This design comes from an exercise in tuning for small area, a short achievable clock period and few clock cycles on the open sky130 flow, not from production work. No run shown here included a check of the RTL's function; only the layout flow was run. Power is estimated from default activity; no workload was simulated.

===== flow/run.sh =====
#!/bin/bash
# synth_recipe.tcl (not shown) runs the flow's synth.tcl, then flattens the netlist and writes it again
# the make line also repeats each setting of config.mk as NAME=value (left out here)
make -C /OpenROAD-flow-scripts/flow DESIGN_CONFIG=/design/flow/config.mk WORK_HOME=/design/flow/orfs CLKGATE_MAP_FILE= SYNTH_SCRIPT=/design/flow/synth_recipe.tcl finish

===== flow/config.mk =====
export PLATFORM = sky130hd
export DESIGN_NAME = daly_rx
export DESIGN_NICKNAME = daly_rx
export VERILOG_FILES = /design/flow/design.v
export SDC_FILE = /design/flow/constraint.sdc
export NUM_CORES = 4
export LEC_CHECK = 0
export CAP_MARGIN = 20
export CORE_MARGIN = 2
export CORE_UTILIZATION = 40
export PLACE_DENSITY = 0.6
export SETUP_SLACK_MARGIN = 4.2
export SLEW_MARGIN = 20

===== flow/constraint.sdc =====
create_clock -name core_clock -period 6.5 [get_ports {clk}]
set_input_delay 1.3000 -clock core_clock [delete_from_list [all_inputs] [get_ports {clk}]]
set_output_delay 1.3000 -clock core_clock [all_outputs]
set_load 0.01 [all_outputs]

===== flow/design.v =====
module daly_rx (
    input  wire        clk,
    input  wire        rst,
    input  wire        start_valid,
    output wire        start_ready,
    input  wire [7:0]  start_cmd,
    input  wire [7:0]  start_n,
    input  wire        start_w2,
    input  wire [7:0]  start_count,
    input  wire        rx_valid,
    output wire        rx_ready,
    input  wire [7:0]  rx_data,
    input  wire        rx_last,
    input  wire        rx_ctl,
    output wire        item_valid,
    input  wire        item_ready,
    output wire [15:0] item_data,
    output wire        log_valid,
    output wire        log_kind,
    output wire [7:0]  log_a,
    output wire [7:0]  log_b,
    output wire        done,
    output wire [7:0]  done_frames,
    output wire [7:0]  done_items,
    output wire [2:0]  done_detail
);
    localparam D_NONE      = 3'd0;
    localparam D_READ_ERR  = 3'd1;
    localparam D_NO_DATA   = 3'd2;
    localparam D_SHORT     = 3'd3;
    localparam D_CHECKSUM  = 3'd4;
    localparam D_COMMAND   = 3'd5;
    reg        sr;             
    reg        rdy;            
    reg        rx_on;          
    reg        done_r;
    reg        emit;           
    reg [2:0]  ij;             
    reg        inc_e;          
    reg [7:0]  x_cmd;
    reg        x_w2;
    reg [7:0]  rem;            
    reg [7:0]  nleft;          
    reg [3:0]  bc;             
    reg        cmd_ok;
    reg [7:0]  idx;            
    reg [7:0]  pb [0:6];       
    reg [7:0]  d_r;
    reg        v_r;            
    reg        e_r;            
    reg        s_r;            
    reg        k_r;            
    reg [7:0]  sum;            
    reg [15:0] itm;            
    reg [7:0]  frames;
    reg [7:0]  series;
    reg [7:0]  eidx;           
    reg [2:0]  detail;
    reg        log_v;
    reg        log_k;
    assign start_ready = sr;
    assign rx_ready    = rdy;
    assign item_valid  = emit;
    assign item_data   = itm;
    assign log_valid   = log_v;
    assign log_kind    = log_k;
    assign log_a       = eidx;
    assign log_b       = idx;
    assign done        = done_r;
    assign done_frames = frames;
    assign done_items  = series;
    assign done_detail = detail;
    wire start_take = start_valid && sr;
    wire take  = rx_valid && rdy;
    wire dbeat = take && !rx_ctl;
    wire cbeat = take && rx_ctl;
    wire b12   = (bc == 4'd12);
    wire fin_slot = dbeat && b12;
    wire short = dbeat && !b12 && rx_last;
    wire eq    = (d_r == sum);
    wire more  = (rem != 8'd0);
    wire okf   = e_r && eq && cmd_ok;
    wire lk    = okf && more;
    wire mm    = (idx != eidx);
    wire emit_take = emit && item_ready;
    wire last_item = (rem == 8'd1) || (ij == (x_w2 ? 3'd2 : 3'd6));
    wire emit_n    = lk || (emit && !(item_ready && last_item));
    wire rx_on_n   = rx_on && !(cbeat || short || (fin_slot && nleft == 8'd1));
    wire fin_n     = !rx_on_n && !emit_n && !take;
    wire [3:0] freed = x_w2 ? {ij, 1'b1} : {1'b0, ij};
    wire [3:0] bc1   = bc + 4'd1;
    wire stall_t = emit && !b12 && (bc1 >= 4'd5) && (bc1 - 4'd5 > freed);
    wire stall_h = emit && (bc >= 4'd5) && (bc - 4'd5 > freed);
    wire stall_n = dbeat ? stall_t : stall_h;
    wire [2:0] sel = emit ? ij + 3'd1 : 3'd0;
    wire [2:0] sel2 = {sel[1:0], 1'b0};
    wire [15:0] item_sel = x_w2 ? {pb[sel2], pb[sel2 + 3'd1]}
                                : {{8{pb[sel][7]}}, pb[sel]};
    always @(posedge clk) begin
        if (dbeat) begin
            if (bc == 4'd2)
                cmd_ok <= (rx_data == x_cmd);
            if (bc == 4'd4)
                idx <= rx_data;
            if (bc >= 4'd5 && bc <= 4'd11)
                pb[bc - 4'd5] <= rx_data;
            bc <= b12 ? 4'd0 : bc1;
        end
        if (fin_slot)
            nleft <= nleft - 8'd1;
        d_r <= rx_data;
        v_r <= dbeat;
        e_r <= fin_slot;
        s_r <= short;
        k_r <= cbeat;
        if (e_r)
            sum <= 8'd0;
        else if (v_r)
            sum <= sum + d_r;
        if (k_r)
            detail <= d_r[0] ? D_READ_ERR : D_NO_DATA;
        if (e_r) begin
            log_k <= 1'b1;
            if (!eq)
                detail <= D_CHECKSUM;
            else if (!cmd_ok)
                detail <= D_COMMAND;
            else
                frames <= frames + 8'd1;
        end
        if (inc_e)
            eidx <= eidx + 8'd1;
        if (s_r) begin
            detail <= D_SHORT;
            log_k  <= 1'b0;
            eidx   <= {4'd0, bc};
            idx    <= 8'd0;
        end
        if (!emit || item_ready)
            itm <= item_sel;
        if (emit_take) begin
            series <= series + 8'd1;
            rem    <= rem - 8'd1;
            ij     <= ij + 3'd1;
        end
        if (lk)
            ij <= 3'd0;
        if (start_take) begin
            x_cmd  <= start_cmd;
            x_w2   <= start_w2;
            rem    <= start_count;
            nleft  <= start_n;
            bc     <= 4'd0;
            sum    <= 8'd0;
            frames <= 8'd0;
            series <= 8'd0;
            eidx   <= 8'd1;
            detail <= D_NONE;
        end
    end
    always @(posedge clk) begin
        if (rst) begin
            sr     <= 1'b1;
            rdy    <= 1'b0;
            rx_on  <= 1'b0;
            emit   <= 1'b0;
            done_r <= 1'b0;
            log_v  <= 1'b0;
            inc_e  <= 1'b0;
        end else begin
            log_v <= s_r || (lk && mm);
            inc_e <= lk;
            if (start_take) begin
                sr     <= (start_n == 8'd0);
                rdy    <= (start_n != 8'd0);
                rx_on  <= (start_n != 8'd0);
                emit   <= 1'b0;
                done_r <= (start_n == 8'd0);
            end else if (!sr) begin
                rx_on  <= rx_on_n;
                rdy    <= rx_on_n && !stall_n;
                emit   <= emit_n;
                done_r <= fin_n;
                sr     <= fin_n;
            end else begin
                done_r <= 1'b0;
            end
        end
    end
endmodule

==> metrics list, run 1 <==
- Antenna violations before repair: 0
- After clock tree synthesis, the clock-pin slew on the worst setup and hold paths is 60 ps.
* Peak supply drop: 208 µV
* Transition time at the pin with the least slew margin: 800 ps
- Sequential area share after synthesis: 0.532
- Relative slew slack: 0.466
- The clock arrives with 10.9 ps of skew.
- Most frequent CP cell: sky130_fd_sc_hd__buf_6
- Port Buffer Count: 96
* Clock latency on the worst-skew pair: 440 ps
* Distinct cell type count after synthesis: 59
* Dpl hpwl: 13300 µm
* Ratio of routed vias to standard cells: 5.24
- Crit path cell chain: buf_6 > nand3b_1 > buf_6 > a2111o_1 > buf_6 > nor2_4 > buf_12
* Number of sinks handled by clock tree synthesis: 168
- Counting every instance in the synthesized netlist gives 787.
- Clock root buffer master: sky130_fd_sc_hd__clkbuf_16
- Setup total negative slack on the finished layout was measured at 0 ps.
- A synthesized cell averages 10.4 µm².
- TritonCTS built the clock tree.
- Fraction of met3 tracks used by global routing: 0.0503
- The core region is 0.0201 mm².
* Total number of placement rows: 52
- The count of final hold-check violations is 0.
- After the first detailed-routing iteration, the DRC count stood at 491.
* Placer Congestion: 0.800
- Final worst-path cycle share: 0.367
- Post-synth net total: 857
- The critical path in this run is classified as in -> reg.
* Flop-to-flop setup slack: 4240 ps
- Number of storage elements in the synthesis netlist: 168
- The via count of the first global-routing pass was 6083.
- For the worst setup path, the data required time is 6640 ps.
- Standard cell area after detailed placement: 0.00936 mm²
* Number of diodes: 0
- Number of max-slew violations in the final report: 0
* Ports: 97
* Master of the slowest instance on the critical path: sky130_fd_sc_hd__a2111o_1
- The largest single stage delay on the critical path is 400 ps.
- DRC: 0
- Final setup violating endpoints: 0
* Number of maximum-capacitance constraint violations: 0
* Class of the tightest hold or removal check: reg -> reg
- Total Nets Final: 993
- RSZ-0062 raised after global routing: yes
- For this run, the number of Yosys warnings is 1.
* Synth Flop Type: sky130_fd_sc_hd__edfxtp_1
* CTS Buffer Depth: 2
* Share of async-settable or async-resettable flops after synthesis: 0
- H-Tree Depth: 4
- Summing every instance area after synthesis gives 0.00816 mm².
- Worst Setup Slack post-DPL: 2860 ps
* Max FO, Critical Path: 8
* Maximum number of pins on one net before global-route repair: 31
- Critical path capture point type: register
* Result of the run: timing/DRC/antenna clean
- In this run the remaining antenna-violating nets after routing total 0.
* Met1 demand-to-capacity share in global routing: 0.268
- Dividing the detail-routed wire length by the instance count gives 17.1 µm.
- Power per Cell Area: 274 mW/mm²
- Met2 usage: 0.314
- The total overflow left after global routing is 0.
* PnR worst setup slack: 4110 ps
- Leakage: 4.08 nW
- met2 is the most crowded layer.
* Detailed-route via count: 6320
* Time the final worst path needs with I/O delays and setup: 2390 ps
* Type of origin of the critical path: primary input
* Overall die height: 147 µm
* Critical path arrival: 2530 ps
* Total Wirelength: 20600 µm
* Share of cells above drive strength 1: 0.254
- First-pass detailed-route iteration total: 5
* Number of buffers created by CTS: 17
* Post-route cell area: 0.0105 mm²
- Number of enable-type register cells in the synthesized netlist: 98
- Horizontal extent of the die: 147 µm
* Effective utilization at floorplan: 0.406
* Global-route wire length before repair: 33200 µm
* Die Footprint: 0.0216 mm²
* Global router's overall resource usage: 0.198
- Max frequency: 419 MHz
* Synthesis-to-layout area growth: 28.3%
==> Yosys cell counts, drive strengths merged, types with 2 or more instances <==
cell / number / area share
nor4b: 2 / 0.0021
o21bai: 2 / 0.0023
inv: 21 / 0.0097
mux2: 7 / 0.0097
a211oi: 17 / 0.016
nor2b: 5 / 0.0038
clkbuf: 17 / 0.010
nand3b: 4 / 0.0037
xor2: 29 / 0.031
a21oi: 35 / 0.021
nor3b: 4 / 0.0037
xnor2: 27 / 0.029
nand3: 21 / 0.013
and3: 7 / 0.0054
o211ai: 13 / 0.012
nand2b: 13 / 0.010
ha: 29 / 0.044
o21ai: 35 / 0.021
and2: 11 / 0.0084
dfxtp: 70 / 0.17
nand2: 113 / 0.052
a21boi: 4 / 0.0037
buf: 23 / 0.016
a31oi: 18 / 0.014
or3: 6 / 0.0046
a311oi: 8 / 0.0086
edfxtp: 98 / 0.36
nor2: 70 / 0.032
nand4: 14 / 0.012
mux2i: 17 / 0.021
a2111o: 2 / 0.0028
nor4: 10 / 0.011
or2: 2 / 0.0015
nor3: 17 / 0.011
==> worst max-delay path, delay by kind of cell <==
family / cells / cell delay, ps
AND/OR/NAND/NOR: 2 / 260
buffers and inverters: 4 / 550
AO/OA/AOI/OAI: 1 / 400
==> metal layers <==
metal	up-vias	share of wire
met5	-	0
met1	2967	0.45
li1	3116	-
met2	211	0.46
met3	26	0.077
met4	0	0.014
==> area by class of cell <==
type	count	area [µm²]
Clock buffer	20	458
Clock inverter	12	163
Fill cell	1804	9630
Inverter	21	96.3
Multi-Input combinational cell	560	3740
Sequential cell	168	4450
Tap cell	270	338
Timing Repair Buffer	154	1230
Timing Repair inverter	1	8.76
==> repair_timing <==
action                                  4_1_cts  5_1_grt
endpoints found under the setup margin      235       90
pin swaps                                    13       13
hold buffers                                  0        0
cloned                                        3        0
setup buffers                                50        4
resized for setup                           325       20
==> cell usage in the layout (no fill, tap or decap), drive strengths merged, types with 5 or more instances in the layout <==
| master | instances |
|---|---|
| a211oi | 17 |
| a21oi | 35 |
| a311oi | 8 |
| a31oi | 18 |
| and2 | 11 |
| and3 | 7 |
| buf | 114 |
| clkbuf | 21 |
| clkdlybuf4s50 | 29 |
| clkinv | 5 |
| dfxtp | 70 |
| dlymetal6s2s | 5 |
| edfxtp | 98 |
| ha | 29 |
| inv | 25 |
| mux2 | 7 |
| mux2i | 17 |
| nand2 | 113 |
| nand2b | 15 |
| nand3 | 21 |
| nand4 | 14 |
| nor2 | 70 |
| nor2b | 5 |
| nor3 | 17 |
| nor4 | 10 |
| o211ai | 13 |
| o21ai | 35 |
| or3 | 6 |
| xnor2 | 27 |
| xor2 | 29 |
==> path summary, 6_finish.rpt <==
path	endpoint	depth (start not counted)	startpoint
min	sum[4]	2	sum[4]
max reg2reg	rdy	13	bc[0]
min reg2reg	sum[4]	2	sum[4]
max	pb[4][5]	7	rx_ctl
==> sequential cells by signal, indices dropped and copies added, names as in the netlist, 3 cells and up <==
name	cells
eidx	8
frames	8
rem	8
x_cmd	8
sum	8
d_r	8
itm	16
idx	8
detail	3
series	8
pb	56
ij	3
bc	4
nleft	8
==> stage by stage <==
stage | utilization | std cells | hold slack (ps) | total power (W)
2_1_floorplan | - | 787 | 444 | 0.00162
3_5_place_dp | 0.466 | 1117 | 459 | 0.00179
4_1_cts | 0.520 | 1202 | 469 | 0.00287
5_1_grt | 0.521 | 1206 | 503 | 0.00299
3_3_place_gp | 0.466 | 1117 | 458 | 0.00178
6_report | 0.521 | 1206 | 465 | 0.00287
==> cells by family (layout without fill, tap and decap cells) <==
logic type | Yosys count | in the layout | share of synthesized area
xor gates and xnor gates | 56 | 56 | 0.0601
adders and majority gates | 30 | 30 | 0.0469
DFF | 168 | 168 | 0.532
muxes | 25 | 25 | 0.0333
buffers and inverters | 61 | 208 | 0.0357
AOI/OAI and AO/OA | 146 | 146 | 0.115
and+or+nand+nor | 301 | 303 | 0.177
==> power breakdown <==
part | internal, W | switching [W]
registers | 0.00120 | 0.0000531
clock network | 0.000633 | 0.000434
logic | 0.000246 | 0.000305
total | 0.00208 | 0.000792
==> run 2, diff against run 1 <==
--- a/flow/design.v
+++ b/flow/design.v
@@ -77,3 +77,3 @@
     wire b12   = (bc == 4'd12);
-    wire fin_slot = dbeat && b12;
+    wire fin_slot = take && b12;
     wire short = dbeat && !b12 && rx_last;
@@ -93,3 +93,3 @@
     wire stall_h = emit && (bc >= 4'd5) && (bc - 4'd5 > freed);
-    wire stall_n = dbeat ? stall_t : stall_h;
+    wire stall_n = take ? stall_t : stall_h;
     wire [2:0] sel = emit ? ij + 3'd1 : 3'd0;
@@ -99,3 +99,3 @@
     always @(posedge clk) begin
-        if (dbeat) begin
+        if (take) begin
             if (bc == 4'd2)
@@ -104,4 +104,9 @@
                 idx <= rx_data;
-            if (bc >= 4'd5 && bc <= 4'd11)
-                pb[bc - 4'd5] <= rx_data;
+            if (bc == 4'd5)  pb[0] <= rx_data;
+            if (bc == 4'd6)  pb[1] <= rx_data;
+            if (bc == 4'd7)  pb[2] <= rx_data;
+            if (bc == 4'd8)  pb[3] <= rx_data;
+            if (bc == 4'd9)  pb[4] <= rx_data;
+            if (bc == 4'd10) pb[5] <= rx_data;
+            if (bc == 4'd11) pb[6] <= rx_data;
             bc <= b12 ? 4'd0 : bc1;
==> run 2 against run 1 <==
Clock power shrank about 10%. Worst setup slack better by 120 ps. Largest cell class unchanged. Die area about the same. Synthesized cell count shrank 2.8%. Critical endpoint is now log_a[5]. Via count grew 0.74%. Cell area decreased by 1.1%. Utilization is 0.60 points lower. Worst hold slack improved by 16 ps.
==> metrics list, run 2 <==
* Post-synth top area cell: sky130_fd_sc_hd__edfxtp_1 (unchanged)
- The post-route core utilization is 0.515 (was 0.521).
- Maximum clock skew at final layout: 8.54 ps (was 10.9 ps)
- The cell area after synthesis was 0.00816 mm² (about the same).
- The most flop-heavy register is pb (unchanged).
- The net count after synthesis is 841 (was 857).
- The clock insertion delay at the later pin of the skew report came to 420 ps (was 440 ps).
* Distinct cell type count after synthesis: 63 (was 59)
- The type of the tightest min-delay check is reg -> reg (unchanged).
- The number of cells on the critical path came to 1 (was 7).
* Count of yosys warnings during synthesis: 2 (was 1)
- Critical path arrival: 960 ps (was 2530 ps)
- GRT Residual Overflow: 0 (unchanged)
- Leading cell types by total area after synthesis: sky130_fd_sc_hd__edfxtp_1 36%, sky130_fd_sc_hd__dfxtp_1 17%, sky130_fd_sc_hd__ha_1 5.4% (was sky130_fd_sc_hd__edfxtp_1 36%, sky130_fd_sc_hd__dfxtp_1 17%, sky130_fd_sc_hd__nand2_1 5.2%).
- The family with the most delay on the worst path is flip-flops (was buffers and inverters).
* Clock root buffer master: sky130_fd_sc_hd__clkbuf_16 (unchanged)
* Transition time at the pin with the least slew margin: 817 ps (was 800 ps)
- The iteration count of the initial detailed-routing pass was 5 (unchanged).
- Synthesized instance count: 765 (was 787)
* Synthesis-to-layout area growth: 26.9% (was 28.3%)
- The final cycle utilization of the critical path is 0.348 (was 0.367).
- Result of the run: timing/DRC/antenna clean (unchanged)
- The via count of the first global-routing pass came to 6127 (was 6083).
- Synth top area share: 0.361 (about the same)
- Number of sinks handled by clock tree synthesis: 168 (unchanged)
- The number of pins exceeding their max-slew limit in the final report is 0 (unchanged).
* Placer Congestion: 0.820 (was 0.800)
- Kind of critical path: reg -> out (was in -> reg)
* Leading cell type in the layout, fill and taps excluded: sky130_fd_sc_hd__edfxtp_1 (was sky130_fd_sc_hd__nand2_1)
- Share of cells above drive strength 1: 0.259 (was 0.254)
- The starting density of the core is 0.406 (about the same).
* Total Wirelength: 21400 µm (was 20600 µm)
- Ports: 97 (unchanged)
* Ratio of routed vias to standard cells: 5.40 (was 5.24)
* Post-route cell area: 0.0104 mm² (was 0.0105 mm²)
- The sequential area share after synthesis was 0.532 (about the same).
- Die Footprint: 0.0216 mm² (about the same)
* Final setup violating endpoints: 0 (unchanged)
* Number of cells on the worst hold path: 2 (unchanged)
* Max FFs per register: 56 (unchanged)
- Hold-fix buffers at CTS: 0 (unchanged)
- RSZ-0062 raised after global routing: no (was yes)
- Delay contributed by the slowest stage of the critical path: 330 ps (was 400 ps)
- The post-route setup TNS came to 0 ps (unchanged).
* Routed len/inst: 18.2 µm (was 17.1 µm)
- The area inside the core boundary came to 0.0201 mm² (unchanged).
- The maximum clock insertion buffer count was 2 (unchanged).
* Number of maximum-capacitance constraint violations: 0 (unchanged)
* Standard cell area after detailed placement: 0.00938 mm² (was 0.00936 mm²)
- Worst-path clk slew: 70 ps (was 60 ps)
* Dpl hpwl: 14200 µm (was 13300 µm)
* Global router's overall resource usage: 0.201 (was 0.198)
* Global-route wire length before repair: 33500 µm (was 33200 µm)
* Largest registers ranked by flip-flop count: pb (56), itm (16) (unchanged)
- List of most frequent post-synthesis cells: 98 x sky130_fd_sc_hd__edfxtp_1, 78 x sky130_fd_sc_hd__nand2_1, 70 x sky130_fd_sc_hd__dfxtp_1 (was 113 x sky130_fd_sc_hd__nand2_1, 98 x sky130_fd_sc_hd__edfxtp_1, 70 x sky130_fd_sc_hd__dfxtp_1).
- The most frequent cell after synthesis was sky130_fd_sc_hd__edfxtp_1 (was sky130_fd_sc_hd__nand2_1).
* Type of origin of the critical path: register (was primary input)
* Number of buffers created by CTS: 17 (unchanged)
* Synth Flop Type: sky130_fd_sc_hd__edfxtp_1 (unchanged)
- The number of antenna diodes was 0 (unchanged).
- The initial detailed-routing violation count was 377 (was 491).
* Total number of placement rows: 52 (unchanged)
- Count of buffering cells on the critical path with inverters included: 1 (was 4)
* Port Buffer Count: 96 (unchanged)
* Antenna violations before repair: 0 (unchanged)
- Horizontal extent of the die: 147 µm (about the same)
- Master of the slowest instance on the critical path: sky130_fd_sc_hd__dfxtp_2 (was sky130_fd_sc_hd__a2111o_1)
- The number of nets with antenna violations after detailed routing is 0 (unchanged).
- Commonest cells after routing, fill and taps aside: 98 x sky130_fd_sc_hd__edfxtp_1, 76 x sky130_fd_sc_hd__nand2_1, 54 x sky130_fd_sc_hd__nor2_1 (was 111 x sky130_fd_sc_hd__nand2_1, 98 x sky130_fd_sc_hd__edfxtp_1, 67 x sky130_fd_sc_hd__nor2_1)
* Max FO, Critical Path: 2 (was 8)
- Share of async-settable or async-resettable flops after synthesis: 0 (unchanged)
* Number of enable-type register cells in the synthesized netlist: 98 (unchanged)
- The count of final hold-check violations was 0 (unchanged).
* CTS tree: built (unchanged)
- Relative slew slack: 0.454 (was 0.466)
- DRC: 0 (unchanged)
- R2R cell count: 7 (was 13)
* Number of storage elements in the synthesis netlist: 168 (unchanged)
- The largest net degree at the start of global routing was 52 (was 31).
- Critical path capture point type: output port (was register)
- Power per Cell Area: 246 mW/mm² (was 274 mW/mm²)
- The mean instance size in the synthesized netlist came to 10.7 µm² (was 10.4 µm²).
- The post-route minimum period was 2260 ps (was 2390 ps).
- The achievable clock frequency was 442 MHz (was 419 MHz).
* Required time worst endpoint: 5200 ps (was 6640 ps)
* Detailed-route via count: 6367 (was 6320)
* H-Tree Depth: 4 (unchanged)
- The final layout net count is 972 (was 993).
- The maximum resistive drop on vdd was 187 µV (was 208 µV).
- Crit path cell chain: clkdlybuf4s15_2 (was buf_6 > nand3b_1 > buf_6 > a2111o_1 > buf_6 > nor2_4 > buf_12)
- The die height came to 147 µm (about the same).
- Leakage: 4.02 nW (was 4.08 nW)
run 2: cell count changes in the layout (fill, tap and decap cells not counted), moves of 8 or more:
cell                       before  now
sky130_fd_sc_hd__a21oi_1       35   46
sky130_fd_sc_hd__o221ai_1       1   16
sky130_fd_sc_hd__o22ai_1        1   13
sky130_fd_sc_hd__and2_1        10    1
sky130_fd_sc_hd__dfxtp_2       16   25
sky130_fd_sc_hd__a31oi_1       18    9
sky130_fd_sc_hd__inv_1         16   24
sky130_fd_sc_hd__nand2_1      111   76
sky130_fd_sc_hd__a211oi_1      16    7
sky130_fd_sc_hd__nor2_1        67   54
run 2: repair_timing:
item | in CTS | in global routing
setup endpoints to repair | 245 | 49
setup buffers | 40 | 4
gates cloned | 0 | 1
resized for setup | 309 | 37
pin swaps | 5 | 3
run 2: cell type report:
cell class / count / area (µm²)
flip-flops and latches: 168 / 4450
fillers: 1828 / 9750
well taps: 270 / 338
repair buffers: 147 / 1120
multi-input cells: 535 / 3780
inverters: 27 / 105
clock inverters: 12 / 87.6
clock buffers: 20 / 478
run 2: path summary, 6_finish.rpt:
kind / from / to / slack [ps]
worst min register to register: log_k / log_k / 480
worst max-delay path: eidx[5] / log_a[5] / 4240
worst min-delay path: log_k / log_k / 480
worst max register to register: sum[1] / frames[7] / 4270
run 2: per-layer routing:
layer,wire [µm],vias up,GRT usage
met3,1130,19,0.0435
met4,276,0,0.0583
met1,9850,3072,0.272
met5,0,-,0
li1,-,3090,-
met2,10200,186,0.325
run 2: through the flow:
stage	instances	hold WS [ps]	total power, W	worst slack (ps)
global placement	1102	480	0.00156	2740
global route	1179	501	0.00266	4200
finish	1179	482	0.00255	4240
CTS	1174	490	0.00254	4070
floorplan	765	465	0.00144	4210
detailed placement	1102	484	0.00156	2680
run 2: logic make-up (layout without fill, tap and decap cells):
logic type,after synthesis,after routing,share of synthesized area
mux,29,29,0.0367
fa+ha+maj,36,36,0.0561
flops,168,168,0.532
compound gates,169,169,0.137
buf+inv,62,206,0.0287
xor+xnor,59,59,0.0643
simple gates,242,242,0.144
run 2: power by group:
group / total, W / internal (W) / leakage [nW] / switching, W
clock network: 0.000962 / 0.000536 / 0.283 / 0.000425
logic: 0.000385 / 0.000173 / 2.22 / 0.000211
registers: 0.00120 / 0.00117 / 1.52 / 0.0000354
==> run 3, diff against run 2 <==
--- a/flow/config.mk
+++ b/flow/config.mk
@@ -9,4 +9,6 @@
 export CORE_MARGIN = 2
-export CORE_UTILIZATION = 40
-export PLACE_DENSITY = 0.6
+export CORE_UTILIZATION = 60
+export CTS_BUF_LIST = sky130_fd_sc_hd__clkbuf_8
+export CTS_CLUSTER_SIZE = 30
+export PLACE_DENSITY = 0.7
 export SETUP_SLACK_MARGIN = 4.2
==> run 3 against run 2 <==
Sequential cell count stayed put. Still clean. Sequential power hardly changed. Non-clock buffer count is 14 higher. Synthesized cell count stayed put. Utilization is 27 points higher. Total power is 5.5% lower. Global-route usage is 11 points higher. Critical endpoint is now item_valid. Register-to-register slack worse by 50 ps. Worst hold slack worse by 11 ps. Routed wire length is 5.1% higher. Die area is 33% lower.
==> metrics list, run 3 <==
- Count of yosys warnings during synthesis: 2 (unchanged)
* Clock root buffer master: sky130_fd_sc_hd__clkbuf_8 (was sky130_fd_sc_hd__clkbuf_16)
* Delay contributed by the slowest stage of the critical path: 360 ps (was 330 ps)
* Mapped Avg Cell Area: 10.7 µm² (unchanged)
- List of most frequent post-synthesis cells: 98 x sky130_fd_sc_hd__edfxtp_1, 78 x sky130_fd_sc_hd__nand2_1, 70 x sky130_fd_sc_hd__dfxtp_1 (unchanged)
- Depth of the critical timing path with buffers and inverters included: 2 (was 1)
* Number of enable-type register cells in the synthesized netlist: 98 (unchanged)
- Post-synth net total: 841 (unchanged)
- Worst-path clk slew: 80 ps (was 70 ps)
- The overall overflow remaining after global route was 0 (unchanged).
* Antenna Violating Nets Remaining: 0 (unchanged)
- Maximum number of pins on one net before global-route repair: 26 (was 52)
- The clock insertion delay at the later pin of the skew report was 470 ps (was 420 ps).
- Synthesis-to-layout area growth: 26.7% (was 26.9%)
- The number of flip-flops under the largest register name came to 56 (unchanged).
- R2R cell count: 7 (unchanged)
- The count of final hold-check violations came to 0 (unchanged).
- First-pass detailed-route iteration total: 7 (was 5)
- The H-tree depth was 4 (unchanged).
- Launching point of the worst reg2reg path: d_r[0] (was sum[1])
- The number of antenna violations at the first check in global routing was 0 (unchanged).
- The final count of negative-setup-slack endpoints came to 0 (unchanged).
- The number of I/O port buffers is 96 (unchanged).
- Capture point of the worst path: item_valid (was log_a[5])
* Reg2Reg Capture Point: frames[7] (unchanged)
* Worst Setup SP: emit (was eidx[5])
* CTS tree: built (unchanged)
* Count of buffering cells on the critical path with inverters included: 2 (was 1)
- The global placer's final weighted congestion is 0.878 (was 0.820).
- Kind of critical path: reg -> out (unchanged)
- Vias in the first global route: 6689 (was 6127)
- The sequential area share after synthesis was 0.532 (unchanged).
* Peak supply drop: 130 µV (was 187 µV)
- Largest register by flop count: pb (unchanged)
- Largest registers ranked by flip-flop count: pb (56), itm (16) (unchanged)
- The number of unique standard cell types used by synthesis was 63 (unchanged).
- The power per standard cell area came to 233 mW/mm² (was 246 mW/mm²).
- Result of the run: timing/DRC/antenna clean (unchanged).
- Horizontal extent of the die: 121 µm (was 147 µm)
* Class of the tightest hold or removal check: reg -> reg (unchanged)
- The leakage power was 4.12 nW (was 4.02 nW).
* Relative slew slack: 0.402 (was 0.454)
- The area of the die was 0.0145 mm² (was 0.0216 mm²).
- Leading cell types by total area after synthesis: sky130_fd_sc_hd__edfxtp_1 36%, sky130_fd_sc_hd__dfxtp_1 17%, sky130_fd_sc_hd__ha_1 5.4% (unchanged).
* Effective utilization at floorplan: 0.616 (was 0.406)
- Utilization after layout: 0.781 (was 0.515)
- Synth top area share: 0.361 (unchanged)
- RSZ-0062 raised after global routing: yes (was no).
- Number of buffers created by CTS: 17 (unchanged)
- Setup TNS: 0 ps (unchanged)
* Standard cell area after detailed placement: 0.00925 mm² (was 0.00938 mm²)
* Total Nets Final: 986 (was 972)
- The initial detailed-routing violation count is 697 (was 377).
- Ports: 97 (unchanged)
- Number of max-slew violations in the final report: 0 (unchanged)
- Type of origin of the critical path: register (unchanged)
- Max frequency: 423 MHz (was 442 MHz)
* Total number of placement rows: 42 (was 52)
- Master of the slowest instance on the critical path: sky130_fd_sc_hd__dfxtp_4 (was sky130_fd_sc_hd__dfxtp_2)
- The number of flip-flops and latches in the synthesized netlist came to 168 (unchanged).
- The nature of the critical path endpoint was an output port (unchanged).
* Synth Flop Type: sky130_fd_sc_hd__edfxtp_1 (unchanged)
- Overall Power: 0.00241 W (was 0.00255 W)
- Commonest cells after routing, fill and taps aside: 98 x sky130_fd_sc_hd__edfxtp_1, 75 x sky130_fd_sc_hd__nand2_1, 55 x sky130_fd_sc_hd__buf_4 (was 98 x sky130_fd_sc_hd__edfxtp_1, 76 x sky130_fd_sc_hd__nand2_1, 54 x sky130_fd_sc_hd__nor2_1)
- The die height came to 121 µm (was 147 µm).
- Share of async-settable or async-resettable flops after synthesis: 0 (unchanged)
* Required time worst endpoint: 5200 ps (about the same)
- Post-route cell area: 0.0103 mm² (was 0.0104 mm²)
- Number of diodes: 0 (unchanged)
* Ratio of routed vias to standard cells: 6.16 (was 5.40)
- Dpl cells: 1006 (was 1102)
- The count of mapped cells out of synthesis was 765 (unchanged).
- The number of inserted filler cells in the final layout was 880 (was 1828).
- Number of sinks handled by clock tree synthesis: 168 (unchanged)
- Global router's overall resource usage: 0.316 (was 0.201)
* Number of maximum-capacitance constraint violations: 0 (unchanged)
- Global-route wire length before repair: 35100 µm (was 33500 µm)
- The final routed wire length divided by cell count was 20.5 µm (was 18.2 µm).
- The minimum setup slack among reg-to-reg paths is 4220 ps (was 4270 ps).
- Synthesized area: 0.00816 mm² (unchanged)
- The layout cell share with drive strength beyond 1 came to 0.272 (was 0.259).
* Post-synth top area cell: sky130_fd_sc_hd__edfxtp_1 (unchanged)
* Non-filler instance count after layout: 1099 (was 1179)
- The setup clock skew after layout is 10.9 ps (was 8.54 ps).
- Crit path cell chain: buf_12 > buf_6 (was clkdlybuf4s15_2).
* Leading cell type in the layout, fill and taps excluded: sky130_fd_sc_hd__edfxtp_1 (unchanged)
- Critical path arrival: 1060 ps (was 960 ps)
- Final worst-path cycle share: 0.363 (was 0.348)
- The total wirelength of the detailed-routed design is 22500 µm (was 21400 µm).
- Count leader, synth: sky130_fd_sc_hd__edfxtp_1 (unchanged)
- Detailed-route via count: 6773 (was 6367)
- The post-route minimum period was 2360 ps (was 2260 ps).
- Dpl hpwl: 14300 µm (was 14200 µm)
- The area inside the core boundary was 0.0132 mm² (was 0.0201 mm²).
- The largest fanout on the critical path is 3 (was 2).
- Transition time at the pin with the least slew margin: 896 ps (was 817 ps)
- The maximum clock insertion buffer count is 2 (unchanged).
- DRC: 0 (unchanged)
* CP top delay family: flip-flops (unchanged)
## run 3: cell counts after synthesis
No cell type changed its count.
## run 3: through the flow
step | hold WS [ps] | setup WS, ps
after floorplan | 465 | 4210
after global placement | 463 | 2870
after detailed placement | 473 | 2760
after CTS | 476 | 4090
after global routing | 502 | 4120
final | 470 | 4140
## run 3: worst min-delay path by stage
stage	from	endpoint	slack, ps	cells after the start
2_1_floorplan	sum[0]	sum[0]	460	2
3_3_place_gp	log_k	log_k	460	2
3_5_place_dp	log_k	log_k	470	2
4_1_cts	log_k	log_k	480	2
5_1_grt	log_k	log_k	500	2
6_report	log_k	log_k	470	2
## run 3: cell families after synthesis
kind of cell | count (synthesis) | synth area share
adders and majority gates | 36 | 0.0561
muxes | 29 | 0.0367
DFF | 168 | 0.532
xor gates and xnor gates | 59 | 0.0643
and+or+nand+nor | 242 | 0.144
buffers and inverters | 62 | 0.0287
AOI/OAI and AO/OA | 169 | 0.137
## run 3: final cells by class
cell class / count / area (µm²) / share of cell area
clock buffers: 24 / 330 / 0.0319
clock inverters: 8 / 105 / 0.0102
multi-input cells: 535 / 3790 / 0.367
repair buffers: 161 / 1340 / 0.129
well taps: 176 / 220 / 0.0213
inverters: 27 / 109 / 0.0105
flip-flops and latches: 168 / 4450 / 0.430
## run 3: routing by layer
layer / vias up / share of wire / GRT usage
li1: 3108 / - / -
met1: 3270 / 0.40 / 0.395
met2: 340 / 0.50 / 0.545
met3: 55 / 0.069 / 0.0566
met4: 0 / 0.029 / 0.120
met5: - / 0 / 0
## run 3: worst min-delay path, cell delays in order (launching register included)
cell and delay, ps:
sky130_fd_sc_hd__dfxtp_2 330, sky130_fd_sc_hd__nor2_1 40, sky130_fd_sc_hd__nor2_1 70
## run 3: timing repair
| item | in CTS | in global routing |
|---|---|---|
| pin swaps | 10 | 5 |
| setup buffers | 50 | 8 |
| setup endpoints to repair | 238 | 45 |
| resized for setup | 336 | 31 |
| hold buffers | 0 | 0 |
| gates cloned | 2 | 1 |
## run 3: power by group
part / switching, W / total (W) / leakage [nW] / internal, W
Combinational: 0.000224 / 0.000406 / 2.37 / 0.000183
Clock: 0.000384 / 0.000801 / 0.223 / 0.000417
Sequential: 0.0000354 / 0.00120 / 1.52 / 0.00117
Total: 0.000643 / 0.00241 / 4.12 / 0.00176
==> run 4, diff against run 3 <==
==> flow/flow/run.sh (new file) <==
#!/bin/bash
# Standard ORFS layout, with plain buffers on the ports and no dummy clock loads.
set -euo pipefail
export BUFFER_PORTS_ARGS="-buffer_cell sky130_fd_sc_hd__buf_2"
export CTS_ARGS="-sink_clustering_enable -repair_clock_nets -dont_use_dummy_load"
bash standard.sh > standard.log 2>&1
==> flow/standard.sh (new file) <==
#!/bin/bash
# synth_recipe.tcl (not shown) runs the flow's synth.tcl, then flattens the netlist and writes it again
# the make line also repeats each setting of config.mk as NAME=value (left out here)
make -C /OpenROAD-flow-scripts/flow DESIGN_CONFIG=/design/flow/config.mk WORK_HOME=/design/flow/orfs CLKGATE_MAP_FILE= SYNTH_SCRIPT=/design/flow/synth_recipe.tcl "${@:-finish}"
--- a/flow/config.mk
+++ b/flow/config.mk
@@ -9,6 +9,4 @@
 export CORE_MARGIN = 2
-export CORE_UTILIZATION = 60
-export CTS_BUF_LIST = sky130_fd_sc_hd__clkbuf_8
-export CTS_CLUSTER_SIZE = 30
-export PLACE_DENSITY = 0.7
+export CORE_UTILIZATION = 55
+export PLACE_DENSITY = 0.65
 export SETUP_SLACK_MARGIN = 4.2
removed: flow/run.sh
==> run 4 against run 3 <==
Synthesized cell count stayed put. Sequential cell count stayed put. Critical path type unchanged. Non-clock buffer count is 40 lower. Die area is 8.8% higher. Clock power is 2% higher. Combinational power is 11% lower. Maximum frequency is 2.8% higher.
==> metrics list, run 4 <==
- The fraction of the mapped netlist area in compound gates came to 0.137 (unchanged).
* Kind of critical path: reg -> out (unchanged)
- The row count came to 44 (was 42).
* Sequential area share after synthesis: 0.532 (unchanged)
* CTS tree: built (unchanged)
- Antenna Violating Nets Remaining: 0 (unchanged)
- The number of I/O pins came to 97 (unchanged).
* Number of diodes: 0 (unchanged)
- The width of the die came to 126 µm (was 121 µm).
* Hold-fix buffers at CTS: 0 (unchanged)
- Number of sinks handled by clock tree synthesis: 168 (unchanged)
- Clock root buffer master: sky130_fd_sc_hd__clkbuf_16 (was sky130_fd_sc_hd__clkbuf_8)
* Xor/xnor share of the synthesized area: 0.0643 (unchanged)
- Port Buffer Count: 96 (unchanged)
- Clock latency on the worst-skew pair: 420 ps (was 470 ps)
- Share of async-settable or async-resettable flops after synthesis: 0 (unchanged)
- Met1 demand-to-capacity share in global routing: 0.348 (was 0.395)
* List of most frequent post-synthesis cells: 98 x sky130_fd_sc_hd__edfxtp_1, 78 x sky130_fd_sc_hd__nand2_1, 70 x sky130_fd_sc_hd__dfxtp_1 (unchanged)
* Global router's overall resource usage: 0.267 (was 0.316)
- RSZ-0062 raised after global routing: yes (unchanged).
- Result of the run: timing/DRC/antenna clean (unchanged).
- The library cell with the largest summed area after synthesis is sky130_fd_sc_hd__edfxtp_1 (unchanged).
* Total Wirelength: 21100 µm (was 22500 µm)
- Global-route wire length before repair: 33200 µm (was 35100 µm)
- The total of max-cap violations came to 0 (unchanged).
- The starting density of the core came to 0.561 (was 0.616).
- Maximum clock skew at final layout: 19.7 ps (was 10.9 ps)
* Final setup violating endpoints: 0 (unchanged)
- The global placer's final weighted congestion was 0.877 (was 0.878).
- Hold Startpoint: idx[7] (was log_k)
* Crit path cell chain: buf_2 (was buf_12 > buf_6)
- Class of the tightest hold or removal check: reg -> reg (unchanged)
- Leading cell types by total area after synthesis: sky130_fd_sc_hd__edfxtp_1 36%, sky130_fd_sc_hd__dfxtp_1 17%, sky130_fd_sc_hd__ha_1 5.4% (unchanged).
- The largest fanout on the critical path is 10 (was 3).
* Detailed-route via count: 6437 (was 6773)
- The area fraction of the dominant cell type after synthesis came to 0.361 (unchanged).
* CTS Buffer Depth: 2 (unchanged)
- The maximum resistive drop on vdd is 187 µV (was 130 µV).
- The post-route minimum period came to 2300 ps (was 2360 ps).
* Power per Cell Area: 247 mW/mm² (was 233 mW/mm²)
* Master of the slowest instance on the critical path: sky130_fd_sc_hd__dfxtp_4 (unchanged)
* Fraction of met3 tracks used by global routing: 0.0620 (was 0.0566)
- Capture point of the worst path: start_ready (was item_valid)
* Vias in the first global route: 6340 (was 6689)
* Share of cells above drive strength 1: 0.243 (was 0.272)
* Distinct cell type count after synthesis: 63 (unchanged)
- The first element of the critical path is sr (was emit).
* Largest register by flop count: pb (unchanged)
- The required time reported for the critical path endpoint came to 5200 ps (about the same).
- Critical path arrival: 1000 ps (was 1060 ps)
* Commonest cells after routing, fill and taps aside: 98 x sky130_fd_sc_hd__edfxtp_1, 95 x sky130_fd_sc_hd__buf_2, 76 x sky130_fd_sc_hd__nand2_1 (was 98 x sky130_fd_sc_hd__edfxtp_1, 75 x sky130_fd_sc_hd__nand2_1, 55 x sky130_fd_sc_hd__buf_4)
- Dominant combinational cell family by area after synthesis: simple AND/OR/NAND/NOR gates (unchanged)
* Storage element area: 0.00439 mm² (was 0.00445 mm²)
* Largest registers ranked by flip-flop count: pb (56), itm (16) (unchanged)
- Critical path capture point type: output port (unchanged)
- Post-synth net total: 841 (unchanged)
- Antenna violations before repair: 0 (unchanged)
* Overall Power: 0.00239 W (was 0.00241 W)
- The DRC violation count after routing was 0 (unchanged).
* Number of enable-type register cells in the synthesized netlist: 98 (unchanged)
- The number of cells on the worst reg-to-reg path came to 9 (was 7).
- The area inside the core boundary was 0.0145 mm² (was 0.0132 mm²).
- The largest net degree at the start of global routing came to 31 (was 26).
- PnR worst setup slack: 4200 ps (was 4140 ps)
* Type of origin of the critical path: register (unchanged)
- Worst-path clk slew: 60 ps (was 80 ps)
* Most crowded layer after global routing: met2 (unchanged)
* CP top delay family: flip-flops (unchanged)
* Die Footprint: 0.0158 mm² (was 0.0145 mm²)
- Synth Flop Type: sky130_fd_sc_hd__edfxtp_1 (unchanged)
- The post-route setup TNS is 0 ps (unchanged).
- The count of final hold-check violations is 0 (unchanged).
- Filler cell count in the final layout: 1171 (was 880)
- Ratio of routed vias to standard cells: 6.11 (was 6.16)
- Number of max-slew violations in the final report: 0 (unchanged)
- Number of storage elements in the synthesis netlist: 168 (unchanged)
* Relative slew slack: 0.406 (was 0.402)
* Overall die height: 126 µm (was 121 µm)
- Leakage: 3.79 nW (was 4.12 nW)
- Met2 usage: 0.455 (was 0.545)
- The count of mapped cells out of synthesis came to 765 (unchanged).
- The initial detailed-routing violation count was 558 (was 697).
- Routed len/inst: 20.0 µm (was 20.5 µm)
- Number of buffers created by CTS: 17 (unchanged)
- Launching point of the worst reg2reg path: ij[0] (was d_r[0])
* Total Nets Final: 948 (was 986)
- Leading cell type in the layout, fill and taps excluded: sky130_fd_sc_hd__edfxtp_1 (unchanged)
* Count of buffering cells on the critical path with inverters included: 1 (was 2)
* Flop-to-flop setup slack: 4220 ps (about the same)
* Reg2Reg Capture Point: itm[13] (was frames[7])
- Area of combinational cells with multiple inputs: 0.00378 mm² (was 0.00379 mm²)
* Synthesis-to-layout area growth: 18.6% (was 26.7%)
- Worst Setup Slack post-DPL: 2510 ps (was 2760 ps)
- The H-tree depth was 4 (unchanged).
- The fraction of the mapped netlist area in adder cells came to 0.0561 (unchanged).
- The iteration count of the initial detailed-routing pass is 5 (was 7).
- The number of flip-flops under the largest register name is 56 (unchanged).
- Final worst-path cycle share: 0.353 (was 0.363)
* Max frequency: 435 MHz (was 423 MHz)
- The slew at the pin with the worst max-slew slack is 890 ps (was 896 ps).
- The Yosys warning count came to 2 (unchanged).
* Count leader, synth: sky130_fd_sc_hd__edfxtp_1 (unchanged)
- Mux share of post-synthesis cell area: 0.0367 (unchanged)
- The placed wire-length estimate after detailed placement came to 14400 µm (was 14300 µm).
- GRT Residual Overflow: 0 (unchanged)
* Depth of the critical timing path with buffers and inverters included: 1 (was 2)
- Synthesized area: 0.00816 mm² (unchanged)
- The largest stage delay on the critical path came to 430 ps (was 360 ps).
* Share of synthesized cell area in and, or, nand and nor gates: 0.144 (unchanged)
- Mapped Avg Cell Area: 10.7 µm² (unchanged)
==> run 4: how the worst min path moves through the flow <==
stage / to / slack [ps] / cells after the start
after floorplan: sum[0] / 460 / 2
after detailed placement: log_k / 480 / 2
final: idx[7] / 490 / 2
after global routing: log_k / 510 / 2
after global placement: series[7] / 460 / 2
after CTS: series[7] / 500 / 2
==> run 4: logic make-up after synthesis <==
family                     count (synthesis)
AOI/OAI and AO/OA                        169
buffers and inverters                     62
adders and majority gates                 36
and+or+nand+nor                          242
DFF                                      168
xor gates and xnor gates                  59
muxes                                     29
==> run 4: cell type report <==
class	instances	area share
Multi-Input combinational cell	536	0.390
Clock buffer	17	0.0440
Tap cell	184	0.0238
Timing Repair Buffer	121	0.0761
Sequential cell	168	0.454
Timing Repair inverter	1	0.000647
Inverter	27	0.0115
==> run 4: report_power, final <==
| group | leakage (nW) | internal (W) | total (W) | switching (W) |
|---|---|---|---|---|
| Clock | 0.209 | 0.000454 | 0.000815 | 0.000360 |
| Sequential | 1.51 | 0.00117 | 0.00121 | 0.0000415 |
| Combinational | 2.07 | 0.000155 | 0.000363 | 0.000208 |
| Total | 3.79 | 0.00178 | 0.00239 | 0.000610 |
==> run 4: per-layer routing <==
| layer | vias to the layer above | wire (µm) |
|---|---|---|
| li1 | 3011 | - |
| met4 | 0 | 242 |
| met3 | 26 | 1430 |
| met1 | 3151 | 9070 |
| met2 | 249 | 10400 |
| met5 | - | 0 |
==> run 4: what timing repair did <==
action / CTS / global route
pin swaps: 6 / 4
gates cloned: 2 / 1
endpoints found under the setup margin: 97 / 47
buffers inserted: 11 / 10
gates resized for setup: 44 / 27
==> run 4: metrics by stage <==
step | cells | cell area (µm²) | hold slack, ps | util
2_1_floorplan | 765 | 8190 | 465 | -
3_3_place_gp | 1013 | 8770 | 465 | 0.603
3_5_place_dp | 1013 | 8770 | 479 | 0.604
4_1_cts | 1043 | 9480 | 495 | 0.652
5_1_grt | 1054 | 9670 | 507 | 0.666
6_report | 1054 | 9670 | 492 | 0.666
==> run 5, diff against run 4 <==
==> flow/flow/run.sh (replaced) <==
#!/bin/bash
# Standard ORFS layout, with plain buffers on the ports, no dummy clock loads
# and larger sink clusters.
set -euo pipefail
export BUFFER_PORTS_ARGS="-buffer_cell sky130_fd_sc_hd__buf_2"
export CTS_ARGS="-sink_clustering_enable -repair_clock_nets -dont_use_dummy_load -sink_clustering_size 40 -sink_clustering_max_diameter 120 -buf_list sky130_fd_sc_hd__clkbuf_8"
bash standard.sh > standard.log 2>&1
==> run 5 against run 4 <==
Still clean. Critical path depth up 1. Sequential share of layout area up 1.2 points. Global-route usage about the same. Largest cell class unchanged.
==> metrics list, run 5 <==
- Result of the run: timing/DRC/antenna clean (unchanged)
- Ports: 97 (unchanged)
- Final setup violating endpoints: 0 (unchanged)
- The multi-input combinational cell area came to 0.00375 mm² (was 0.00378 mm²).
- The sequential area share after synthesis is 0.532 (unchanged).
- Hold-fix buffers at CTS: 0 (unchanged)
* CP top delay family: flip-flops (unchanged)
* Count of yosys warnings during synthesis: 2 (unchanged)
* Delay contributed by the slowest stage of the critical path: 350 ps (was 430 ps)
- The DRC violation count after routing came to 0 (unchanged).
- Total number of placement rows: 44 (unchanged)
- The number of antenna diodes was 0 (unchanged).
* Synthesized instance count: 765 (unchanged)
- Crit path cell chain: buf_12 > buf_6 (was buf_2)
- Mapped Avg Cell Area: 10.7 µm² (unchanged)
* Ratio of routed vias to standard cells: 6.07 (was 6.11)
- Largest register by flop count: pb (unchanged)
- The total internal power came to 0.00155 W (was 0.00178 W).
- Detailed Route Iter0 Violations: 476 (was 558)
- The root cell of the clock tree is sky130_fd_sc_hd__clkbuf_8 (was sky130_fd_sc_hd__clkbuf_16).
- Peak supply drop: 149 µV (was 187 µV)
- The leakage power was 3.72 nW (was 3.79 nW).
- Required time worst endpoint: 5200 ps (about the same)
- GRT Residual Overflow: 0 (unchanged)
* Power per Cell Area: 224 mW/mm² (was 247 mW/mm²)
- The die height is 126 µm (unchanged).
- The wire length of the first global-routing pass was 33100 µm (was 33200 µm).
- The iteration count of the initial detailed-routing pass came to 6 (was 5).
- The number of unique standard cell types used by synthesis is 63 (unchanged).
- The number of vias after detailed routing is 6415 (was 6437).
* Effective utilization at floorplan: 0.561 (unchanged)
- The startpoint of the tightest hold check path was idx[0] (was idx[7]).
- The CTS buffer count was 17 (unchanged).
- Placeable core region: 0.0145 mm² (unchanged)
* Synth Flop Type: sky130_fd_sc_hd__edfxtp_1 (unchanged)
- Share of total power in sequential cells: 0.566 (was 0.507)
- Post-synth net total: 841 (unchanged)
- The count of final hold-check violations came to 0 (unchanged).
* Number of cells on the worst hold path: 2 (unchanged)
* Power share of the combinational group: 0.169 (was 0.152)
- The global placer's final weighted congestion came to 0.877 (unchanged).
- The count of flip-flops with a built-in enable after synthesis came to 98 (unchanged).
- Maximum clock skew at final layout: 29.1 ps (was 19.7 ps)
* Total Wirelength: 20900 µm (was 21100 µm)
- Die Footprint: 0.0158 mm² (unchanged)
* Share of async-settable or async-resettable flops after synthesis: 0 (unchanged)
* Clock latency on the worst-skew pair: 450 ps (was 420 ps)
- Kind of critical path: reg -> out (unchanged)
* Reg2Reg Capture Point: itm[5] (was itm[13])
- The largest fanout on the critical path was 2 (was 10).
- Global router's overall resource usage: 0.267 (about the same)
- Filler cell count in the final layout: 1190 (was 1171)
- The area of placed instances came to 0.00877 mm² (unchanged).
* Worst-path clk slew: 70 ps (was 60 ps)
- Routed len/inst: 19.8 µm (was 20.0 µm)
* Final worst-path cycle share: 0.355 (was 0.353)
- CTS Buffer Depth: 2 (unchanged)
- Clock share of power: 0.264 (was 0.341)
- The slew at the pin with the worst max-slew slack is 892 ps (was 890 ps).
- The type of the tightest min-delay check was reg -> reg (unchanged).
* RSZ-0062 raised after global routing: yes (unchanged)
- The post-synthesis to final-layout area growth was 16.7% (was 18.6%).
- The final layout net count is 951 (was 948).
* Max FFs per register: 56 (unchanged)
- Critical path capture point type: output port (unchanged)
* Switching fraction of total power: 0.270 (was 0.255)
- The achievable clock frequency was 433 MHz (was 435 MHz).
- Number of maximum-capacitance constraint violations: 0 (unchanged)
- List of most frequent post-synthesis cells: 98 x sky130_fd_sc_hd__edfxtp_1, 78 x sky130_fd_sc_hd__nand2_1, 70 x sky130_fd_sc_hd__dfxtp_1 (unchanged)
- Leading cell types by total area after synthesis: sky130_fd_sc_hd__edfxtp_1 36%, sky130_fd_sc_hd__dfxtp_1 17%, sky130_fd_sc_hd__ha_1 5.4% (unchanged).
* H-Tree Depth: 4 (unchanged)
- Number of sinks handled by clock tree synthesis: 168 (unchanged)
- Largest registers ranked by flip-flop count: pb (56), itm (16) (unchanged).
- CTS tree: built (unchanged)
- Maximum number of pins on one net before global-route repair: 31 (unchanged)
- The flip-flop and latch area came to 0.00443 mm² (was 0.00439 mm²).
* R2R cell count: 6 (was 9)
* Number of storage elements in the synthesis netlist: 168 (unchanged)
- Relative slew slack: 0.404 (was 0.406)
- Port Buffer Count: 96 (unchanged)
- Count leader, synth: sky130_fd_sc_hd__edfxtp_1 (unchanged)
* Master of the slowest instance on the critical path: sky130_fd_sc_hd__dfxtp_4 (unchanged)
- Commonest cells after routing, fill and taps aside: 98 x sky130_fd_sc_hd__edfxtp_1, 95 x sky130_fd_sc_hd__buf_2, 76 x sky130_fd_sc_hd__nand2_1 (unchanged).
- The number of nets with antenna violations after detailed routing came to 0 (unchanged).
- The area fraction of the dominant cell type after synthesis came to 0.361 (unchanged).
- The arrival time at the worst endpoint was 1010 ps (was 1000 ps).
* Horizontal extent of the die: 126 µm (unchanged)
- Count of buffering cells on the critical path with inverters included: 2 (was 1)
- Share of cells above drive strength 1: 0.258 (was 0.243)
* Dpl hpwl: 14400 µm (unchanged)
- The post-route minimum period is 2310 ps (was 2300 ps).
* Flop-to-flop setup slack: 4250 ps (was 4220 ps)
* Sink of the worst hold path: idx[0] (was idx[7])
- The most common cell after layout, fill and taps aside is sky130_fd_sc_hd__edfxtp_1 (unchanged).
- Launching point of the worst reg2reg path: ij[0] (unchanged)
- The number of pins exceeding their max-slew limit in the final report was 0 (unchanged).
* Post-route cell area: 0.00952 mm² (was 0.00967 mm²)
- The number of antenna violations at the first check in global routing came to 0 (unchanged).
- The post-route setup TNS is 0 ps (unchanged).
- The switching power was 0.000576 W (was 0.000610 W).
- The cell area after synthesis was 0.00816 mm² (unchanged).
- The via count of the first global-routing pass came to 6342 (was 6340).
* Post-synth top area cell: sky130_fd_sc_hd__edfxtp_1 (unchanged)
- The type of origin of the critical path was a register (unchanged).
## run 5: cell count changes in the layout (fill, tap and decap cells not counted), sizes merged
cell,change
clkbuf,-1
buf,+5
a21oi,-1
## run 5: kinds of logic (layout without fill, tap and decap cells)
family / Yosys count / count (layout) / synth area share
mux: 29 / 29 / 0.0367
compound gates: 169 / 169 / 0.137
fa+ha+maj: 36 / 36 / 0.0561
xor+xnor: 59 / 59 / 0.0643
buf+inv: 62 / 170 / 0.0287
flops: 168 / 168 / 0.532
simple gates: 242 / 242 / 0.144
## run 5: cell type report
cell class | instances | area share
Multi-Input combinational cell | 535 | 0.393
Timing Repair Buffer | 125 | 0.0804
Clock buffer | 17 | 0.0246
Tap cell | 184 | 0.0242
Inverter | 27 | 0.0114
Sequential cell | 168 | 0.465
Timing Repair inverter | 1 | 0.000657
## run 5: worst max path at each step
stage / start / endpoint / slack, ps / cells past startpoint
floorplan: rx_valid / nleft[0] / 4210 / 2
global placement: ij[0] / itm[4] / 2640 / 7
detailed placement: ij[0] / itm[3] / 2510 / 7
CTS: sum[3] / frames[7] / 4160 / 8
global route: emit / item_valid / 4140 / 2
finish: emit / item_valid / 4190 / 2
## run 5: routing by layer
layer  track usage  vias to the layer above  wire, µm  part of all wire
li1              -                     3020         -                 -
met1         0.343                     3132      8980              0.43
met2         0.456                      238     10300              0.49
met3        0.0641                       25      1360             0.065
met4        0.0724                        0       303             0.014
met5             0                        -         0                 0
## run 5: what timing repair did
action,4_1_cts,5_1_grt
buffers inserted,12,13
hold endpoints to repair,0,0
endpoints found under the setup margin,111,52
cloned,2,0
pin swaps,6,3
gates resized for setup,65,24
## run 5: power groups by stage
stage	clock network (W)	registers, W	logic, W
2_1_floorplan	0	0.00122	0.000217
3_3_place_gp	0	0.00123	0.000292
3_5_place_dp	0	0.00124	0.000301
4_1_cts	0.000570	0.00121	0.000328
5_1_grt	0.000611	0.00121	0.000397
6_report	0.000563	0.00121	0.000361
## run 5: worst reg2reg max path: cells and delay by family (launching register included)
| family | cells | cell delay, ps |
|---|---|---|
| buffers and inverters | 1 | 140 |
| multiplexers | 1 | 360 |
| adder cells (fa/ha/maj) | 1 | 400 |
| AND/OR/NAND/NOR | 1 | 110 |
| AO/OA/AOI/OAI | 2 | 550 |
| flip-flops | 1 | 430 |
## run 5: metrics by stage
step           cells  total power (W)  worst slack, ps  hold slack (ps)  utilization
2_1_floorplan    765          0.00144             4210              465            -
3_3_place_gp    1013          0.00153             2640              465        0.603
3_5_place_dp    1013          0.00154             2510              479        0.604
4_1_cts         1044          0.00211             4160              488        0.642
5_1_grt         1057          0.00222             4140              498        0.655
6_report        1057          0.00213             4190              479        0.655
==> run 6, diff against run 5 <==
--- a/flow/design.v
+++ b/flow/design.v
@@ -44,2 +44,3 @@
     reg [3:0]  bc;             
+    reg [7:0]  sum;            
     reg        cmd_ok;
@@ -47,8 +48,4 @@
     reg [7:0]  pb [0:6];       
-    reg [7:0]  d_r;
-    reg        v_r;            
-    reg        e_r;            
-    reg        s_r;            
-    reg        k_r;            
-    reg [7:0]  sum;            
+    reg        e_r;
+    reg        eq_r;           
     reg [15:0] itm;            
@@ -74,3 +71,2 @@
     wire take  = rx_valid && rdy;
-    wire dbeat = take && !rx_ctl;
     wire cbeat = take && rx_ctl;
@@ -78,7 +74,6 @@
     wire fin_slot = take && b12;
-    wire short = dbeat && !b12 && rx_last;
-    wire eq    = (d_r == sum);
+    wire short = take && !rx_ctl && !b12 && rx_last;
+    wire eq    = (rx_data == sum);
     wire more  = (rem != 8'd0);
-    wire okf   = e_r && eq && cmd_ok;
-    wire lk    = okf && more;
+    wire lk    = fin_slot && eq && cmd_ok && more;
     wire mm    = (idx != eidx);
@@ -88,3 +83,3 @@
     wire rx_on_n   = rx_on && !(cbeat || short || (fin_slot && nleft == 8'd1));
-    wire fin_n     = !rx_on_n && !emit_n && !take;
+    wire fin_n     = !rx_on_n && !emit_n && !fin_slot;
     wire [3:0] freed = x_w2 ? {ij, 1'b1} : {1'b0, ij};
@@ -100,2 +95,3 @@
         if (take) begin
+            sum <= (bc == 4'd0 ? 8'd0 : sum) + rx_data;
             if (bc == 4'd2)
@@ -111,3 +107,4 @@
             if (bc == 4'd11) pb[6] <= rx_data;
-            bc <= b12 ? 4'd0 : bc1;
+            bc    <= b12 ? 4'd0 : bc1;
+            log_k <= b12;
         end
@@ -115,16 +112,6 @@
             nleft <= nleft - 8'd1;
-        d_r <= rx_data;
-        v_r <= dbeat;
-        e_r <= fin_slot;
-        s_r <= short;
-        k_r <= cbeat;
-        if (e_r)
-            sum <= 8'd0;
-        else if (v_r)
-            sum <= sum + d_r;
-        if (k_r)
-            detail <= d_r[0] ? D_READ_ERR : D_NO_DATA;
+        e_r  <= fin_slot;
+        eq_r <= eq;
         if (e_r) begin
-            log_k <= 1'b1;
-            if (!eq)
+            if (!eq_r)
                 detail <= D_CHECKSUM;
@@ -135,8 +122,9 @@
         end
+        if (cbeat)
+            detail <= rx_data[0] ? D_READ_ERR : D_NO_DATA;
         if (inc_e)
             eidx <= eidx + 8'd1;
-        if (s_r) begin
+        if (short) begin
             detail <= D_SHORT;
-            log_k  <= 1'b0;
-            eidx   <= {4'd0, bc};
+            eidx   <= {4'd0, bc1};
             idx    <= 8'd0;
@@ -145,2 +133,4 @@
             itm <= item_sel;
+        if (!emit)
+            ij <= 3'd0;
         if (emit_take) begin
@@ -150,4 +140,2 @@
         end
-        if (lk)
-            ij <= 3'd0;
         if (start_take) begin
@@ -158,3 +146,2 @@
             bc     <= 4'd0;
-            sum    <= 8'd0;
             frames <= 8'd0;
@@ -175,3 +162,3 @@
         end else begin
-            log_v <= s_r || (lk && mm);
+            log_v <= short || (lk && mm);
             inc_e <= lk;
==> run 6 against run 5 <==
Still clean on timing, DRC and antenna. Routed wire length is 8.3% lower. Non-clock buffer count is 6 higher. Clock power decreased by 5.2%. First-iteration DRC count grew 15%. Via count fell by 4.4%. Register-to-register slack got worse by 50 ps. Critical endpoint is now sum[6]. Highest routed layer unchanged.
==> metrics list, run 6 <==
- Worst-path clk slew: 80 ps (was 70 ps)
- Synth top area share: 0.417 (was 0.361)
- Count leader, synth: sky130_fd_sc_hd__edfxtp_1 (unchanged)
* GRT Residual Overflow: 0 (unchanged)
- The width of the die is 124 µm (was 126 µm).
- Peak supply drop: 134 µV (was 149 µV)
- Launching point of the worst reg2reg path: bc[0] (was ij[0])
- Number of cells on the worst hold path: 2 (unchanged)
- Final count of hold timing violations: 0 (unchanged)
* Share of async-settable or async-resettable flops after synthesis: 0 (unchanged)
- Utilization after layout: 0.680 (was 0.655)
- The non-filler instance count after layout came to 1035 (was 1057).
- Critical path capture point type: register (was output port)
* Placer Congestion: 0.921 (was 0.877)
* Detailed Route Iter0 Violations: 549 (was 476)
- Filler cell count in the final layout: 1086 (was 1190)
- The largest net degree at the start of global routing was 34 (was 31).
- The final routed wire length divided by cell count came to 18.5 µm (was 19.8 µm).
- The overall track demand over capacity in global routing came to 0.254 (was 0.267).
- The number of cells on the worst reg-to-reg path came to 11 (was 6).
- The final count of negative-setup-slack endpoints came to 0 (unchanged).
- Synth Flop Type: sky130_fd_sc_hd__edfxtp_1 (unchanged)
- The kind of critical path is in -> reg (was reg -> out).
- The worst max-slew margin expressed relative to the limit was 0.398 (was 0.404).
- Time the final worst path needs with I/O delays and setup: 2370 ps (was 2310 ps)
* Port Buffer Count: 96 (unchanged)
- The leakage power came to 3.61 nW (was 3.72 nW).
- Post-synth top area cell: sky130_fd_sc_hd__edfxtp_1 (unchanged)
- The number of nets with antenna violations after detailed routing is 0 (unchanged).
- The die height is 124 µm (was 126 µm).
* Transition time at the pin with the least slew margin: 903 ps (was 892 ps)
* Hold Startpoint: idx[3] (was idx[0])
* Number of buffers created by CTS: 17 (unchanged)
* RSZ-0062 raised after global routing: yes (unchanged)
* Number of sinks handled by clock tree synthesis: 158 (was 168)
- The end of the worst register-to-register path was sum[6] (was itm[5]).
* Count of yosys warnings during synthesis: 2 (unchanged)
* Synthesized area: 0.00793 mm² (was 0.00816 mm²)
* Total Wirelength: 19200 µm (was 20900 µm)
- The arrival time at the worst endpoint was 2580 ps (was 1010 ps).
- The number of unique standard cell types used by synthesis was 58 (was 63).
- The number of flip-flops under the largest register name was 56 (unchanged).
- Result of the run: timing/DRC/antenna clean (unchanged).
- The count of flip-flops with a built-in enable after synthesis was 110 (was 98).
* Max frequency: 422 MHz (was 433 MHz)
- The wire length of the first global-routing pass is 29400 µm (was 33100 µm).
- Type of origin of the critical path: primary input (was register)
- The number of I/O pins was 97 (unchanged).
- The area of the die is 0.0154 mm² (was 0.0158 mm²).
- Total Nets Final: 933 (was 951)
- The post-synthesis to final-layout area growth was 19.9% (was 16.7%).
- Class of the tightest hold or removal check: reg -> reg (unchanged)
- Mapped Avg Cell Area: 10.8 µm² (was 10.7 µm²)
* H-Tree Depth: 4 (unchanged)
* Dpl cells: 986 (was 1013)
- The area inside the core boundary is 0.0140 mm² (was 0.0145 mm²).
- Commonest cells after routing, fill and taps aside: 110 x sky130_fd_sc_hd__edfxtp_1, 90 x sky130_fd_sc_hd__buf_2, 85 x sky130_fd_sc_hd__nand2_1 (was 98 x sky130_fd_sc_hd__edfxtp_1, 95 x sky130_fd_sc_hd__buf_2, 76 x sky130_fd_sc_hd__nand2_1).
- The maximum clock insertion buffer count came to 2 (unchanged).
- Synthesized instance count: 737 (was 765)
- The required time reported for the critical path endpoint is 6710 ps (was 5200 ps).
- Setup TNS: 0 ps (unchanged)
- Final worst-path cycle share: 0.364 (was 0.355)
- The root cell of the clock tree is sky130_fd_sc_hd__clkbuf_8 (unchanged).
- Maximum clock skew at final layout: 25.4 ps (was 29.1 ps)
* Worst Setup Slack post-DPL: 2970 ps (was 2510 ps)
- The number of pins exceeding their max-slew limit in the final report is 0 (unchanged).
* PnR worst setup slack: 4130 ps (was 4190 ps)
* Clock latency on the worst-skew pair: 450 ps (about the same)
- The total of max-cap violations is 0 (unchanged).
* Leading cell type in the layout, fill and taps excluded: sky130_fd_sc_hd__edfxtp_1 (unchanged)
* Largest register by flop count: pb (unchanged)
- The sequential area share after synthesis was 0.538 (was 0.532).
* Largest registers ranked by flip-flop count: pb (56), itm (16) (unchanged)
- The number of antenna violations at the first check in global routing came to 0 (unchanged).
- The minimum setup slack among reg-to-reg paths came to 4200 ps (was 4250 ps).
- List of most frequent post-synthesis cells: 110 x sky130_fd_sc_hd__edfxtp_1, 88 x sky130_fd_sc_hd__nand2_1, 52 x sky130_fd_sc_hd__xnor2_1 (was 98 x sky130_fd_sc_hd__edfxtp_1, 78 x sky130_fd_sc_hd__nand2_1, 70 x sky130_fd_sc_hd__dfxtp_1).
- Share of cells above drive strength 1: 0.308 (was 0.258)
- The starting density of the core is 0.567 (was 0.561).
- The row count is 43 (was 44).
- The placed wire-length estimate after detailed placement is 13400 µm (was 14400 µm).
* Number of diodes: 0 (unchanged)
- Max FO, Critical Path: 2 (unchanged)
- The number of flip-flops and latches in the synthesized netlist was 158 (was 168).
- Power per Cell Area: 216 mW/mm² (was 224 mW/mm²)
- The net count after synthesis was 813 (was 841).
* CTS tree: built (unchanged)
- Detailed-route via count: 6133 (was 6415)
- The iteration count of the initial detailed-routing pass is 7 (was 6).
- The via count of the first global-routing pass came to 5600 (was 6342).
- The destination of the worst hold path is idx[3] (was idx[0]).
- Leading cell types by total area after synthesis: sky130_fd_sc_hd__edfxtp_1 42%, sky130_fd_sc_hd__dfxtp_1 12%, sky130_fd_sc_hd__xnor2_1 5.7% (was sky130_fd_sc_hd__edfxtp_1 36%, sky130_fd_sc_hd__dfxtp_1 17%, sky130_fd_sc_hd__ha_1 5.4%)
* Ratio of routed vias to standard cells: 5.93 (was 6.07)
* DRC: 0 (unchanged)
==> run 6: repair_timing <==
| item | CTS | global route |
|---|---|---|
| hold buffers | 0 | 0 |
| pin swaps | 9 | 7 |
| gates resized for setup | 75 | 45 |
| endpoints found under the setup margin | 112 | 45 |
| buffers inserted | 17 | 14 |
| gates cloned | 0 | 1 |
==> run 6: critical path, cell delays in order <==
cell and delay [ps]:
sky130_fd_sc_hd__buf_12 100, sky130_fd_sc_hd__ha_4 160, sky130_fd_sc_hd__fa_2 360, sky130_fd_sc_hd__a21o_1 190, sky130_fd_sc_hd__a21oi_2 140, sky130_fd_sc_hd__o21bai_1 80, sky130_fd_sc_hd__a21oi_1 160, sky130_fd_sc_hd__xnor2_1 80
==> run 6: cells by family (layout without fill, tap and decap cells) <==
logic type / after synthesis / count (layout) / synth area share
DFF: 158 / 158 / 0.538
xor gates and xnor gates: 71 / 71 / 0.0784
and+or+nand+nor: 242 / 242 / 0.149
AOI/OAI and AO/OA: 154 / 155 / 0.124
muxes: 19 / 19 / 0.0256
buffers and inverters: 57 / 174 / 0.0278
adders and majority gates: 36 / 36 / 0.0578
==> run 6: final cells by class <==
class,instances,area [µm²],share of cell area
timing repair buffer,131,790,0.0830
tap,180,225,0.0237
multi-input combinational,523,3790,0.399
sequential,158,4350,0.457
clock buffer,17,234,0.0246
inverter,26,118,0.0124
==> run 6: power breakdown <==
part	internal, W	switching, W	leakage [nW]
registers	0.00112	0.0000295	1.45
clock network	0.000230	0.000303	0.122
logic	0.000164	0.000199	2.03
total	0.00152	0.000532	3.61
==> run 6: how the worst max path moves through the flow <==
stage          slack (ps)       to         from
2_1_floorplan        3800   sum[6]   rx_data[0]
3_3_place_gp         3090  itm[10]        ij[0]
3_5_place_dp         2970   rem[4]  start_valid
4_1_cts              4100   sum[6]   rx_data[0]
5_1_grt              4090   sum[6]   rx_data[0]
6_report             4130   sum[6]   rx_data[0]
==> run 6: metrics by stage <==
step / hold WS, ps / power (W) / instance area, µm²
2_1_floorplan: 485 / 0.00140 / 8120
3_3_place_gp: 464 / 0.00147 / 8680
3_5_place_dp: 482 / 0.00149 / 8680
4_1_cts: 479 / 0.00204 / 9250
5_1_grt: 494 / 0.00215 / 9510
6_report: 477 / 0.00205 / 9510
==> run 6: metal layers <==
metal | vias to the layer above | wire length [µm] | GRT usage
li1 | 2908 | - | -
met1 | 2910 | 8630 | 0.373
met2 | 283 | 8750 | 0.377
met3 | 32 | 1520 | 0.0572
met4 | 0 | 283 | 0.0765
met5 | - | 0 | 0

Re-timed with assumed drivers on the ports (clkbuf_16 on the clock, buf_2 on other inputs), run 6 has 4.121 ns of setup slack against 4.131 ns with ideal ports, and 3.643 ns once port delays also move by the mid clock arrival of 0.479 ns.
